This is an optimization exercise on Yosys and OpenROAD, whose aim is small area, a short achievable clock period and few clock cycles, not a production implementation.
The RTL was checked by simulation tests, not by an equivalence proof against the original design.
Power figures rest on the tool's default switching activity, not on a simulated workload.

==> inputs of build 30 <==
==> flow/design.v (excerpt) <==
module phase_accumulator_oscillator #(
    parameter integer MAX_GRAINS = 4,
    parameter integer G          = 2,
    parameter integer L          = 16
) (
    input  wire                clk,
    input  wire                rst,
    input  wire                cmd_valid,
    output wire                cmd_ready,
    input  wire [47:0]         cmd,
    output wire                rsp_valid,
    output reg  [2:0]          rsp_status,
    output reg  [31:0]         rsp_data,
    output wire                tick_valid,
    output reg  [15:0]         sample_out,
    output reg  [15+$clog2(MAX_GRAINS*G):0] mix_out,
    output reg  [15:0]         fold_out,
    output reg                 trigger_out,
    output reg  [$clog2(MAX_GRAINS*G+1)-1:0] active_out
);
clock: 13.0 ns
lec_check: 0
cap_margin: 20
core_margin: 2
core_utilization: 40
place_density: 0.6
slew_margin: 20
run.sh (not shown) runs the stock make flow with config.mk's settings and CLKGATE_MAP_FILE= SYNTH_SCRIPT=/design/flow/synth_recipe.tcl, a recipe that flattens the netlist after the stock synthesis.
==> trial 80 (differences from build 30) <==
--- a/flow/design.v
+++ b/flow/design.v
@@ -33,17 +33,18 @@
     localparam [7:0] OP_NOP = 8'h00, OP_TICK = 8'h01, OP_INIT = 8'h02,
                      OP_STOP = 8'h03, OP_WR = 8'h04, OP_RD = 8'h05,
                      OP_ALLOC = 8'h06;
     localparam [2:0] S_IDLE  = 3'd0,
                      S_RESP  = 3'd1,
                      S_TICK  = 3'd2,
                      S_ALLOC = 3'd3,
                      S_INIT  = 3'd4,
-                     S_FDIV  = 3'd5;
+                     S_FDIV  = 3'd5,
+                     S_FOLD  = 3'd6;
     reg                 run;
     reg                 err_op, err_state, err_addr, err_value;
     reg  [31:0]         cfg_density;
     reg  [31:0]         cfg_life;
     reg  [14:0]         cfg_fb_gain;
     reg  [15:0]         cfg_mod_depth;
     reg  [31:0]         cfg_fold_rate;
     reg  [14:0]         cfg_fold_base;
@@ -84,20 +85,18 @@
     reg  signed [16:0]  fb_shr;
     reg                 b_v    [0:NL-1];
     reg  [7:0]          b_ca   [0:NL-1];
     reg  [14:0]         b_wn   [0:NL-1];     
     reg  [31:0]         dv_rem;
     reg  [31:0]         dv_sh;               
     reg  [5:0]          dv_cnt;              
     reg  [FW-1:0]       fd_rem;
-    reg  [FW-1:0]       fd_sh;
     reg  [4:0]          fd_cnt;
     reg                 fd_done;
-    assign rsp_valid  = (state == S_RESP);
     assign tick_valid = rsp_valid & rsp_is_tick;
     wire [7:0]  c_op   = cmd[47:40];
     wire [7:0]  c_addr = cmd[39:32];
     wire [31:0] c_data = cmd[31:0];
     wire        accept = cmd_valid && cmd_ready;
     wire [31:0] x1 = lfsr ^ (lfsr << 13);
     wire [31:0] x2 = x1 ^ (x1 >> 17);
     wire [31:0] lfsr_n = x2 ^ (x2 << 5);
@@ -117,43 +116,57 @@
     reg  [7:0]  dn_r;
     reg  [32:0] dw_t;
     reg  [33:0] dw_d;
     integer     dj;
     wire [31:0] dv_x1 = xs(lfsr_n);
     reg  [8:0]  dp_t;
     reg  [9:0]  dp_d;
     reg  [7:0]  dp_r;
+    reg  [7:0]  dv_pre4;
     integer     dk;
     always @(*) begin
         dp_r = 8'd0;
         for (dk = 0; dk < 4; dk = dk + 1) begin
             dp_t = {dp_r, dv_x1[31 - dk]};
             dp_d = {1'b0, dp_t} - {2'b00, cfg_density[7:0]};
             dp_r = dp_d[9] ? dp_t[7:0] : dp_d[7:0];
         end
     end
-    always @(posedge clk)
-        dv_pre <= dp_r;
+    reg  [8:0]  dq_t;
+    reg  [9:0]  dq_d;
+    reg  [7:0]  dq_r;
+    always @(*) begin
+        dq_r = dv_pre4;
+        for (dk = 4; dk < 8; dk = dk + 1) begin
+            dq_t = {dq_r, dv_x1[31 - dk]};
+            dq_d = {1'b0, dq_t} - {2'b00, cfg_density[7:0]};
+            dq_r = dq_d[9] ? dq_t[7:0] : dq_d[7:0];
+        end
+    end
+    always @(posedge clk) begin
+        dv_pre4 <= dp_r;
+        dv_pre  <= dq_r;
+    end
     wire [31:0] dv_rem_i = dv_rem;
     wire [31:0] dv_sh_i  = dv_sh;
     always @(*) begin
         dn_r = dv_rem_i[7:0];
         for (dj = 0; dj < 4; dj = dj + 1) begin
             dn_t = {dn_r, dv_sh_i[31 - dj]};
             dn_d = {1'b0, dn_t} - {2'b00, cfg_density[7:0]};
             dn_r = dn_d[9] ? dn_t[7:0] : dn_d[7:0];
         end
         dw_t = {dv_rem_i, dv_sh_i[31]};
         dw_d = {1'b0, dw_t} - {2'b00, cfg_density};
         dv_rem_n = dv_nar ? {24'd0, dn_r} : (dw_d[33] ? dw_t[31:0] : dw_d[31:0]);
     end
     wire        dv_done  = dv_cnt[5];
-    wire        dv_avail = dv_done;
-    wire [31:0] dv_m     = dv_rem;
+    wire        dv_avail = dv_done || (dv_nar && (dv_cnt == 6'd28));
+    wire [31:0] dv_m     = dv_done ? dv_rem : dv_rem_n;
     wire        fire     = fire_r;
     wire        dust_wait = run && fire && !dv_avail;
     assign cmd_ready  = (state == S_IDLE) && !dust_wait && (ab_cnt == 4'd0);
     wire [9:0]  ab_t = {ab_rem[8:0], (ab_cnt == 4'd9)};
     wire [10:0] ab_d = {1'b0, ab_t} - {2'b00, cfg_life[8:0]};
     wire [31:0] cfg_totp = cfg_sm ? {5'd0, ab_rem[8:0], cfg_a, cfg_life[8:0]} : cfg_life;
     reg             free_found;
     reg [SIW-1:0]   free_idx;
@@ -225,17 +238,17 @@
     wire [31:0] lfo_sum  = lfo + cfg_fold_rate;
     wire        idle      = (state == S_IDLE);
     wire        ring_step = go_tick ||
                             (((state == S_TICK) || (state == S_ALLOC)) && (tc < NP));
     wire        tick_mode = idle || (state == S_TICK);
     wire [2:0]  step      = idle ? 3'd0 : tc;
     wire        al_c_en  = idle ? (fire && free_found) : al_en;
     wire [SIW-1:0] al_c_idx = idle ? free_idx : al_idx;
-    wire [GW-1:0]  al_c_grp = (idle || state == S_RESP) ? gptr : al_grp;
+    wire [GW-1:0]  al_c_grp = ((state == S_TICK) || (state == S_ALLOC)) ? al_grp : gptr;
     wire [31:0] init_cinc_c = cfg_car_inc[al_c_grp];
     wire [31:0] init_minc_c = cfg_mod_inc[al_c_grp];
     wire        fb_mode   = idle || (state == S_RESP);
     reg         t_act  [0:NL-1];
     reg  [31:0] t_cph  [0:NL-1];
     reg  [31:0] t_mph  [0:NL-1];
     reg  [31:0] t_cinc [0:NL-1];
     reg  [31:0] t_minc [0:NL-1];
@@ -370,17 +383,23 @@
     wire                 f_fast = fd4[FW];                    
     wire [FW:0]          fw_f = !fd1[FW] ? (!fd2[FW] ? (!fd3[FW] ? fw3 : fw2) : fw1) : fw0;
     wire [FW:0]          fw_s = {1'b0, fd_rem} - h2;
     wire [FW:0]          fw_u = fd_done ? fw_s : fw_f;
     wire [FW:0]          fw   = fneg ? ~fw_u : fw_u;
     wire                 fwn  = fw[FW];
     wire [FW:0]          fres = fwn ? (h1 + fw) : (h1 - fw);
     wire [FW:0]          fm1  = h4;
-    wire [FW:0]          fd_t  = {fd_rem, fd_sh[FW-1]};
+    wire                 fold_ok = f_fast || fd_done;
+    always @(*) fold_out = fres[15:0];
+    always @(*) sample_out = rsp_data[15:0];
+    wire [FW-1:0] mix_full = fv_acc - {{(FW-16){1'b0}}, hi};
+    always @(*) mix_out = mix_full[MIXW-1:0];
+    assign rsp_valid  = (state == S_RESP) || ((state == S_FOLD) && fold_ok);
+    wire [FW:0]          fd_t  = {fd_rem, fmag[fd_cnt - 5'd1]};   
     wire [FW+1:0]        fd_df = {1'b0, fd_t} - {1'b0, fm1};
     wire [FW-1:0]        fd_rn = fd_df[FW+1] ? fd_t[FW-1:0] : fd_df[FW-1:0];
     wire signed [FW+1:0] d_hf  = $signed({{(FW-15){1'b0}}, hi}) + $signed(fb_shr);
     wire signed [FW+1:0] d_sum = fwn ? (d_hf + $signed({fw[FW], fw})) : (d_hf - $signed({fw[FW], fw}));
     wire [15:0]        d_wr     = (d_sum > 22'sd32767)  ? 16'h7FFF :
                                   (d_sum < -22'sd32768) ? 16'h8000 : d_sum[15:0];
     integer i, l, k;
     task reject(input [2:0] code);
@@ -487,33 +506,33 @@
             dv_rem <= 32'd0;
             dv_sh  <= 32'd0;
         end else if (accept && !op_bad && c_op == OP_INIT && c_data != 32'd0 &&
                      cfg_density != 32'd0 && cfg_life != 32'd0) begin
             dv_cnt <= 6'd0;
             dv_rem <= 32'd0;
             dv_sh  <= c_data;
         end else if (go_tick) begin
-            dv_cnt <= dv_nar ? 6'd4 : 6'd0;
+            dv_cnt <= dv_nar ? 6'd8 : 6'd0;
             dv_rem <= dv_nar ? {24'd0, dv_pre} : 32'd0;
-            dv_sh  <= dv_nar ? {dv_x1[27:0], 4'd0} : dv_x1;
-        end else if ((state == S_INIT && dv_avail) ||
+            dv_sh  <= dv_nar ? {dv_x1[23:0], 8'd0} : dv_x1;
+        end else if ((state == S_INIT && dv_done) ||
                      (accept && !op_bad && c_op == OP_WR && c_addr == 8'h00) ||
                      (accept && !op_bad && c_op == OP_STOP)) begin
             dv_cnt <= 6'd0;
             dv_rem <= 32'd0;
             dv_sh  <= lfsr_n;
         end else if (!dv_done) begin
             dv_cnt <= dv_cnt + (dv_nar ? 6'd4 : 6'd1);
             dv_rem <= dv_rem_n;
             dv_sh  <= dv_nar ? {dv_sh[27:0], 4'd0} : {dv_sh[30:0], 1'b0};
         end
     end
     always @(posedge clk) begin
-        if (state == S_TICK && tc == NP + 1 && (f_fast || fd_done)) begin
+        if (state == S_FOLD && fold_ok) begin
             for (i = 0; i < L - 1; i = i + 1)
                 dbuf[i] <= dbuf[i+1];
             dbuf[L-1] <= d_wr;
         end
     end
     always @(posedge clk) begin
         if (rst) begin
             state          <= S_IDLE;
@@ -560,30 +579,29 @@
                         case (c_op)
                         OP_NOP: respond(32'd0);
                         OP_TICK: begin
                             if (!run) reject(ST_ESTATE);
                             else begin
                                 lfsr        <= lfsr_n;
                                 trigger_out <= fire;
                                 active_out  <= act_count + {{(CNTW-1){1'b0}}, fire & free_found};
-                                sample_out  <= dbuf_out;
-                                mix_out     <= {MIXW{1'b0}};
+                                rsp_status  <= ST_OK;
+                                rsp_data    <= {{16{dbuf_out[15]}}, dbuf_out};
+                                rsp_is_tick <= 1'b1;
                                 lfo         <= lfo_sum;
                                 fb_shr      <= l_prodb[1][31:15];
                                 al_en       <= fire & free_found;
                                 al_idx      <= free_idx;
                                 al_grp      <= gptr;
                                 if (fire) begin
                                     gptr   <= (gptr == G - 1) ? {GW{1'b0}} : gptr + 1'b1;
                                     dust   <= dv_m;
-                                    fire_r <= (dv_m <= 32'd1);
                                 end else begin
                                     dust   <= dust - 32'd1;
-                                    fire_r <= (dust == 32'd2);
                                 end
                                 tc    <= 3'd1;
                                 state <= S_TICK;
                             end
                         end
                         OP_INIT: begin
                             if ((c_data == 32'd0) || (cfg_density == 32'd0) || (cfg_life == 32'd0))
                                 reject(ST_EVALUE);
@@ -656,58 +674,54 @@
                 end
             end
             S_ALLOC: begin
                 tc <= tc + 3'd1;
                 if (tc == NP - 1)
                     respond({{(32-SIW){1'b0}}, al_idx});
             end
             S_INIT: begin
-                if (dv_avail) begin
-                    dust   <= dv_m;
-                    fire_r <= (dv_m <= 32'd1);
+                if (dv_done) begin
+                    dust   <= dv_rem;
+                    fire_r <= (dv_rem <= 32'd1);
                     run    <= 1'b1;
                     respond(32'd0);
                 end
             end
             S_TICK: begin
                 tc <= tc + 3'd1;
+                if (tc == 3'd1)
+                    fire_r <= (dust <= 32'd1);
                 if (tc <= NP) begin
-                    mix_out <= mix_out + vo_sum;
                     fv_acc  <= ((tc == 3'd1) ? $signed({{(FW-16){1'b0}}, hi_clamp}) : fv_acc) +
                                $signed({vo_sum[MIXW-1], vo_sum});
                     if (tc == 3'd1)
                         hi <= hi_clamp;
                 end
-                if (tc == NP + 1) begin
-                    if (f_fast || fd_done) begin
-                        fold_out    <= fres[15:0];
-                        fd_done     <= 1'b0;
-                        cursor      <= (cursor == L - 1) ? {LW{1'b0}} : cursor + 1'b1;
-                        if (!dfill[LW]) dfill <= dfill + 1'b1;
-                        rsp_status  <= ST_OK;
-                        rsp_data    <= {{16{sample_out[15]}}, sample_out};
-                        rsp_is_tick <= 1'b1;
-                        state       <= S_RESP;
-                    end else begin
-                        fd_rem <= {FW{1'b0}};
-                        fd_sh  <= fmag;
-                        fd_cnt <= FW[4:0];
-                        tc     <= tc;
-                        state  <= S_FDIV;
-                    end
+                if (tc == NP)
+                    state <= S_FOLD;
+            end
+            S_FOLD: begin
+                if (fold_ok) begin
+                    fd_done <= 1'b0;
+                    cursor  <= (cursor == L - 1) ? {LW{1'b0}} : cursor + 1'b1;
+                    if (!dfill[LW]) dfill <= dfill + 1'b1;
+                    state   <= S_IDLE;
+                end else begin
+                    fd_rem <= {FW{1'b0}};
+                    fd_cnt <= FW[4:0];
+                    state  <= S_FDIV;
                 end
             end
             S_FDIV: begin
                 fd_rem <= fd_rn;
-                fd_sh  <= {fd_sh[FW-2:0], 1'b0};
                 fd_cnt <= fd_cnt - 5'd1;
                 if (fd_cnt == 5'd1) begin
                     fd_done <= 1'b1;
-                    state   <= S_TICK;
+                    state   <= S_FOLD;
                 end
             end
             S_RESP: begin
                 state <= S_IDLE;
             end
             default: state <= S_IDLE;
             endcase
         end
==> trial 61 (differences from build 30) <==
--- a/flow/design.v
+++ b/flow/design.v
@@ -33,17 +33,18 @@
     localparam [7:0] OP_NOP = 8'h00, OP_TICK = 8'h01, OP_INIT = 8'h02,
                      OP_STOP = 8'h03, OP_WR = 8'h04, OP_RD = 8'h05,
                      OP_ALLOC = 8'h06;
     localparam [2:0] S_IDLE  = 3'd0,
                      S_RESP  = 3'd1,
                      S_TICK  = 3'd2,
                      S_ALLOC = 3'd3,
                      S_INIT  = 3'd4,
-                     S_FDIV  = 3'd5;
+                     S_FDIV  = 3'd5,
+                     S_FOLD  = 3'd6;
     reg                 run;
     reg                 err_op, err_state, err_addr, err_value;
     reg  [31:0]         cfg_density;
     reg  [31:0]         cfg_life;
     reg  [14:0]         cfg_fb_gain;
     reg  [15:0]         cfg_mod_depth;
     reg  [31:0]         cfg_fold_rate;
     reg  [14:0]         cfg_fold_base;
@@ -87,17 +88,16 @@
     reg  [14:0]         b_wn   [0:NL-1];     
     reg  [31:0]         dv_rem;
     reg  [31:0]         dv_sh;               
     reg  [5:0]          dv_cnt;              
     reg  [FW-1:0]       fd_rem;
     reg  [FW-1:0]       fd_sh;
     reg  [4:0]          fd_cnt;
     reg                 fd_done;
-    assign rsp_valid  = (state == S_RESP);
     assign tick_valid = rsp_valid & rsp_is_tick;
     wire [7:0]  c_op   = cmd[47:40];
     wire [7:0]  c_addr = cmd[39:32];
     wire [31:0] c_data = cmd[31:0];
     wire        accept = cmd_valid && cmd_ready;
     wire [31:0] x1 = lfsr ^ (lfsr << 13);
     wire [31:0] x2 = x1 ^ (x1 >> 17);
     wire [31:0] lfsr_n = x2 ^ (x2 << 5);
@@ -117,43 +117,57 @@
     reg  [7:0]  dn_r;
     reg  [32:0] dw_t;
     reg  [33:0] dw_d;
     integer     dj;
     wire [31:0] dv_x1 = xs(lfsr_n);
     reg  [8:0]  dp_t;
     reg  [9:0]  dp_d;
     reg  [7:0]  dp_r;
+    reg  [7:0]  dv_pre4;
     integer     dk;
     always @(*) begin
         dp_r = 8'd0;
         for (dk = 0; dk < 4; dk = dk + 1) begin
             dp_t = {dp_r, dv_x1[31 - dk]};
             dp_d = {1'b0, dp_t} - {2'b00, cfg_density[7:0]};
             dp_r = dp_d[9] ? dp_t[7:0] : dp_d[7:0];
         end
     end
-    always @(posedge clk)
-        dv_pre <= dp_r;
+    reg  [8:0]  dq_t;
+    reg  [9:0]  dq_d;
+    reg  [7:0]  dq_r;
+    always @(*) begin
+        dq_r = dv_pre4;
+        for (dk = 4; dk < 8; dk = dk + 1) begin
+            dq_t = {dq_r, dv_x1[31 - dk]};
+            dq_d = {1'b0, dq_t} - {2'b00, cfg_density[7:0]};
+            dq_r = dq_d[9] ? dq_t[7:0] : dq_d[7:0];
+        end
+    end
+    always @(posedge clk) begin
+        dv_pre4 <= dp_r;
+        dv_pre  <= dq_r;
+    end
     wire [31:0] dv_rem_i = dv_rem;
     wire [31:0] dv_sh_i  = dv_sh;
     always @(*) begin
         dn_r = dv_rem_i[7:0];
         for (dj = 0; dj < 4; dj = dj + 1) begin
             dn_t = {dn_r, dv_sh_i[31 - dj]};
             dn_d = {1'b0, dn_t} - {2'b00, cfg_density[7:0]};
             dn_r = dn_d[9] ? dn_t[7:0] : dn_d[7:0];
         end
         dw_t = {dv_rem_i, dv_sh_i[31]};
         dw_d = {1'b0, dw_t} - {2'b00, cfg_density};
         dv_rem_n = dv_nar ? {24'd0, dn_r} : (dw_d[33] ? dw_t[31:0] : dw_d[31:0]);
     end
     wire        dv_done  = dv_cnt[5];
-    wire        dv_avail = dv_done;
-    wire [31:0] dv_m     = dv_rem;
+    wire        dv_avail = dv_done || (dv_nar && (dv_cnt == 6'd28));
+    wire [31:0] dv_m     = dv_done ? dv_rem : dv_rem_n;
     wire        fire     = fire_r;
     wire        dust_wait = run && fire && !dv_avail;
     assign cmd_ready  = (state == S_IDLE) && !dust_wait && (ab_cnt == 4'd0);
     wire [9:0]  ab_t = {ab_rem[8:0], (ab_cnt == 4'd9)};
     wire [10:0] ab_d = {1'b0, ab_t} - {2'b00, cfg_life[8:0]};
     wire [31:0] cfg_totp = cfg_sm ? {5'd0, ab_rem[8:0], cfg_a, cfg_life[8:0]} : cfg_life;
     reg             free_found;
     reg [SIW-1:0]   free_idx;
@@ -225,17 +239,17 @@
     wire [31:0] lfo_sum  = lfo + cfg_fold_rate;
     wire        idle      = (state == S_IDLE);
     wire        ring_step = go_tick ||
                             (((state == S_TICK) || (state == S_ALLOC)) && (tc < NP));
     wire        tick_mode = idle || (state == S_TICK);
     wire [2:0]  step      = idle ? 3'd0 : tc;
     wire        al_c_en  = idle ? (fire && free_found) : al_en;
     wire [SIW-1:0] al_c_idx = idle ? free_idx : al_idx;
-    wire [GW-1:0]  al_c_grp = (idle || state == S_RESP) ? gptr : al_grp;
+    wire [GW-1:0]  al_c_grp = ((state == S_TICK) || (state == S_ALLOC)) ? al_grp : gptr;
     wire [31:0] init_cinc_c = cfg_car_inc[al_c_grp];
     wire [31:0] init_minc_c = cfg_mod_inc[al_c_grp];
     wire        fb_mode   = idle || (state == S_RESP);
     reg         t_act  [0:NL-1];
     reg  [31:0] t_cph  [0:NL-1];
     reg  [31:0] t_mph  [0:NL-1];
     reg  [31:0] t_cinc [0:NL-1];
     reg  [31:0] t_minc [0:NL-1];
@@ -370,16 +384,21 @@
     wire                 f_fast = fd4[FW];                    
     wire [FW:0]          fw_f = !fd1[FW] ? (!fd2[FW] ? (!fd3[FW] ? fw3 : fw2) : fw1) : fw0;
     wire [FW:0]          fw_s = {1'b0, fd_rem} - h2;
     wire [FW:0]          fw_u = fd_done ? fw_s : fw_f;
     wire [FW:0]          fw   = fneg ? ~fw_u : fw_u;
     wire                 fwn  = fw[FW];
     wire [FW:0]          fres = fwn ? (h1 + fw) : (h1 - fw);
     wire [FW:0]          fm1  = h4;
+    wire                 fold_ok = f_fast || fd_done;
+    always @(*) fold_out = fres[15:0];
+    wire [FW-1:0] mix_full = fv_acc - {{(FW-16){1'b0}}, hi};
+    always @(*) mix_out = mix_full[MIXW-1:0];
+    assign rsp_valid  = (state == S_RESP) || ((state == S_FOLD) && fold_ok);
     wire [FW:0]          fd_t  = {fd_rem, fd_sh[FW-1]};
     wire [FW+1:0]        fd_df = {1'b0, fd_t} - {1'b0, fm1};
     wire [FW-1:0]        fd_rn = fd_df[FW+1] ? fd_t[FW-1:0] : fd_df[FW-1:0];
     wire signed [FW+1:0] d_hf  = $signed({{(FW-15){1'b0}}, hi}) + $signed(fb_shr);
     wire signed [FW+1:0] d_sum = fwn ? (d_hf + $signed({fw[FW], fw})) : (d_hf - $signed({fw[FW], fw}));
     wire [15:0]        d_wr     = (d_sum > 22'sd32767)  ? 16'h7FFF :
                                   (d_sum < -22'sd32768) ? 16'h8000 : d_sum[15:0];
     integer i, l, k;
@@ -487,33 +506,33 @@
             dv_rem <= 32'd0;
             dv_sh  <= 32'd0;
         end else if (accept && !op_bad && c_op == OP_INIT && c_data != 32'd0 &&
                      cfg_density != 32'd0 && cfg_life != 32'd0) begin
             dv_cnt <= 6'd0;
             dv_rem <= 32'd0;
             dv_sh  <= c_data;
         end else if (go_tick) begin
-            dv_cnt <= dv_nar ? 6'd4 : 6'd0;
+            dv_cnt <= dv_nar ? 6'd8 : 6'd0;
             dv_rem <= dv_nar ? {24'd0, dv_pre} : 32'd0;
-            dv_sh  <= dv_nar ? {dv_x1[27:0], 4'd0} : dv_x1;
-        end else if ((state == S_INIT && dv_avail) ||
+            dv_sh  <= dv_nar ? {dv_x1[23:0], 8'd0} : dv_x1;
+        end else if ((state == S_INIT && dv_done) ||
                      (accept && !op_bad && c_op == OP_WR && c_addr == 8'h00) ||
                      (accept && !op_bad && c_op == OP_STOP)) begin
             dv_cnt <= 6'd0;
             dv_rem <= 32'd0;
             dv_sh  <= lfsr_n;
         end else if (!dv_done) begin
             dv_cnt <= dv_cnt + (dv_nar ? 6'd4 : 6'd1);
             dv_rem <= dv_rem_n;
             dv_sh  <= dv_nar ? {dv_sh[27:0], 4'd0} : {dv_sh[30:0], 1'b0};
         end
     end
     always @(posedge clk) begin
-        if (state == S_TICK && tc == NP + 1 && (f_fast || fd_done)) begin
+        if (state == S_FOLD && fold_ok) begin
             for (i = 0; i < L - 1; i = i + 1)
                 dbuf[i] <= dbuf[i+1];
             dbuf[L-1] <= d_wr;
         end
     end
     always @(posedge clk) begin
         if (rst) begin
             state          <= S_IDLE;
@@ -561,29 +580,29 @@
                         OP_NOP: respond(32'd0);
                         OP_TICK: begin
                             if (!run) reject(ST_ESTATE);
                             else begin
                                 lfsr        <= lfsr_n;
                                 trigger_out <= fire;
                                 active_out  <= act_count + {{(CNTW-1){1'b0}}, fire & free_found};
                                 sample_out  <= dbuf_out;
-                                mix_out     <= {MIXW{1'b0}};
+                                rsp_status  <= ST_OK;
+                                rsp_data    <= {{16{dbuf_out[15]}}, dbuf_out};
+                                rsp_is_tick <= 1'b1;
                                 lfo         <= lfo_sum;
                                 fb_shr      <= l_prodb[1][31:15];
                                 al_en       <= fire & free_found;
                                 al_idx      <= free_idx;
                                 al_grp      <= gptr;
                                 if (fire) begin
                                     gptr   <= (gptr == G - 1) ? {GW{1'b0}} : gptr + 1'b1;
                                     dust   <= dv_m;
-                                    fire_r <= (dv_m <= 32'd1);
                                 end else begin
                                     dust   <= dust - 32'd1;
-                                    fire_r <= (dust == 32'd2);
                                 end
                                 tc    <= 3'd1;
                                 state <= S_TICK;
                             end
                         end
                         OP_INIT: begin
                             if ((c_data == 32'd0) || (cfg_density == 32'd0) || (cfg_life == 32'd0))
                                 reject(ST_EVALUE);
@@ -656,58 +675,56 @@
                 end
             end
             S_ALLOC: begin
                 tc <= tc + 3'd1;
                 if (tc == NP - 1)
                     respond({{(32-SIW){1'b0}}, al_idx});
             end
             S_INIT: begin
-                if (dv_avail) begin
-                    dust   <= dv_m;
-                    fire_r <= (dv_m <= 32'd1);
+                if (dv_done) begin
+                    dust   <= dv_rem;
+                    fire_r <= (dv_rem <= 32'd1);
                     run    <= 1'b1;
                     respond(32'd0);
                 end
             end
             S_TICK: begin
                 tc <= tc + 3'd1;
+                if (tc == 3'd1)
+                    fire_r <= (dust <= 32'd1);
                 if (tc <= NP) begin
-                    mix_out <= mix_out + vo_sum;
                     fv_acc  <= ((tc == 3'd1) ? $signed({{(FW-16){1'b0}}, hi_clamp}) : fv_acc) +
                                $signed({vo_sum[MIXW-1], vo_sum});
                     if (tc == 3'd1)
                         hi <= hi_clamp;
                 end
-                if (tc == NP + 1) begin
-                    if (f_fast || fd_done) begin
-                        fold_out    <= fres[15:0];
-                        fd_done     <= 1'b0;
-                        cursor      <= (cursor == L - 1) ? {LW{1'b0}} : cursor + 1'b1;
-                        if (!dfill[LW]) dfill <= dfill + 1'b1;
-                        rsp_status  <= ST_OK;
-                        rsp_data    <= {{16{sample_out[15]}}, sample_out};
-                        rsp_is_tick <= 1'b1;
-                        state       <= S_RESP;
-                    end else begin
-                        fd_rem <= {FW{1'b0}};
-                        fd_sh  <= fmag;
-                        fd_cnt <= FW[4:0];
-                        tc     <= tc;
-                        state  <= S_FDIV;
-                    end
+                if (tc == NP)
+                    state <= S_FOLD;
+            end
+            S_FOLD: begin
+                if (fold_ok) begin
+                    fd_done <= 1'b0;
+                    cursor  <= (cursor == L - 1) ? {LW{1'b0}} : cursor + 1'b1;
+                    if (!dfill[LW]) dfill <= dfill + 1'b1;
+                    state   <= S_IDLE;
+                end else begin
+                    fd_rem <= {FW{1'b0}};
+                    fd_sh  <= fmag;
+                    fd_cnt <= FW[4:0];
+                    state  <= S_FDIV;
                 end
             end
             S_FDIV: begin
                 fd_rem <= fd_rn;
                 fd_sh  <= {fd_sh[FW-2:0], 1'b0};
                 fd_cnt <= fd_cnt - 5'd1;
                 if (fd_cnt == 5'd1) begin
                     fd_done <= 1'b1;
-                    state   <= S_TICK;
+                    state   <= S_FOLD;
                 end
             end
             S_RESP: begin
                 state <= S_IDLE;
             end
             default: state <= S_IDLE;
             endcase
         end
==> flow_summary.yaml <==
power:
  ir_drop_mv: 0.4568
  pwr-share-seq_pct: 22.0
  internal-power_mw: 29.32
global_routing:
  grt_max_degree: 167
floorplanning:
  fp.dieW_um: 704.2
critical_path:
  worst_ep_arrival_time_ns: 12.73
  critPathMaxFanout: 48
  critical_path.top_delay_family: "adder cells"
  rr_endpoint: "fv_acc[19]"
run_status:
  outcome: "timing/DRC/antenna clean"
layout:
  num_antenna_cells: 47
  area_delta_synth_final_pct: 10.91
worst_hold_path:
  hold_start: "v_q[5][0]"
sta:
  period_needed_ns: 11.99
detailed_routing:
  routedLengthMet1_um: 284400
Source of the figures above: build 30

==> flow_summary.yaml <==
detailed_routing:
  routed-wl-met2_um: 283800
  routedLengthMet1_um: 281800
run_status:
  outcome: "timing/DRC/antenna clean"
global_routing:
  grt_max_degree: 194
  grtUsageMet1_pct: 36.63
layout:
  area_delta_synth_final_pct: 10.63
  num_antenna_cells: 13
worst_hold_path:
  hold_start: "v_mph[2][25]"
critical_path:
  worst_ep_arrival_time_ns: 9.76
floorplanning:
  fp.dieW_um: 699.8
power:
  internal-power_mw: 18.21
  pwr-share-seq_pct: 36.9
  ir_drop_mv: 0.3334
sta:
  period_needed_ns: 12.36
Source of the figures above: trial 80

==> flow_summary.yaml <==
detailed_routing:
  dr.max_layer_used: "met5"
  routedLengthMet1_um: 281700
layout:
  area_delta_synth_final_pct: 10.80
  num_antenna_cells: 38
power:
  ir_drop_mv: 0.3022
  internal-power_mw: 18.06
  pwr-share-seq_pct: 37.7
critical_path:
  rr_endpoint: "dv_pre[0]"
  critPathMaxFanout: 28
  critical_path.top_delay_family: "compound AO/OA/AOI/OAI gates"
  worst_ep_arrival_time_ns: 9.62
global_routing:
  grt_max_degree: 191
worst_hold_path:
  hold_start: "v_cph[2][31]"
sta:
  period_needed_ns: 12.22
run_status:
  outcome: "timing/DRC/antenna clean"
Source of the figures above: trial 61

Testbench counts of build 30, summed over its fixed seeds: cycles 26,373.
Testbench counts of trial 80, summed over its fixed seeds: cycles 22,175.
Testbench counts of trial 61, summed over its fixed seeds: cycles 22,175.

[static timing again, ports no longer ideal]
How much do the figures lean on ideal ports? The routed layouts below were timed once more, with nothing changed but the port constraints. Step 1 sets driving cells, clkbuf_16 on the clock port and buf_2 on the other inputs (assumed; they add their load-dependent delay and slew). Step 2 moves the port delays by t, midway between the first and last clock arrival at a register: inputs arrive t later, outputs are due t later. That takes back most of the time a late clock gives input paths. Three values: ideal ports, drivers, drivers and shift; two values: the first two.
| run | t, ns | setup WS [ns] | worst register clock-pin slew, ns | worst data-port slew with drivers (ns) |
|---|---|---|---|---|
| build 30 | 1.109 | 1.006 / 1.006 / 0.980 | 0.08 / 0.08 | 0.21 |
| trial 80 | 1.079 | 0.640 / 0.520 / 0.902 | 0.08 / 0.08 | 0.18 |
| trial 61 | 1.117 | 0.783 / 0.645 / 0.228 | 0.08 / 0.08 | 0.31 |
After both steps setup and hold are still met in every run listed. The setup slack of trial 61, which loses most, moves by -0.138 ns with the drivers and by -0.555 ns with both steps.
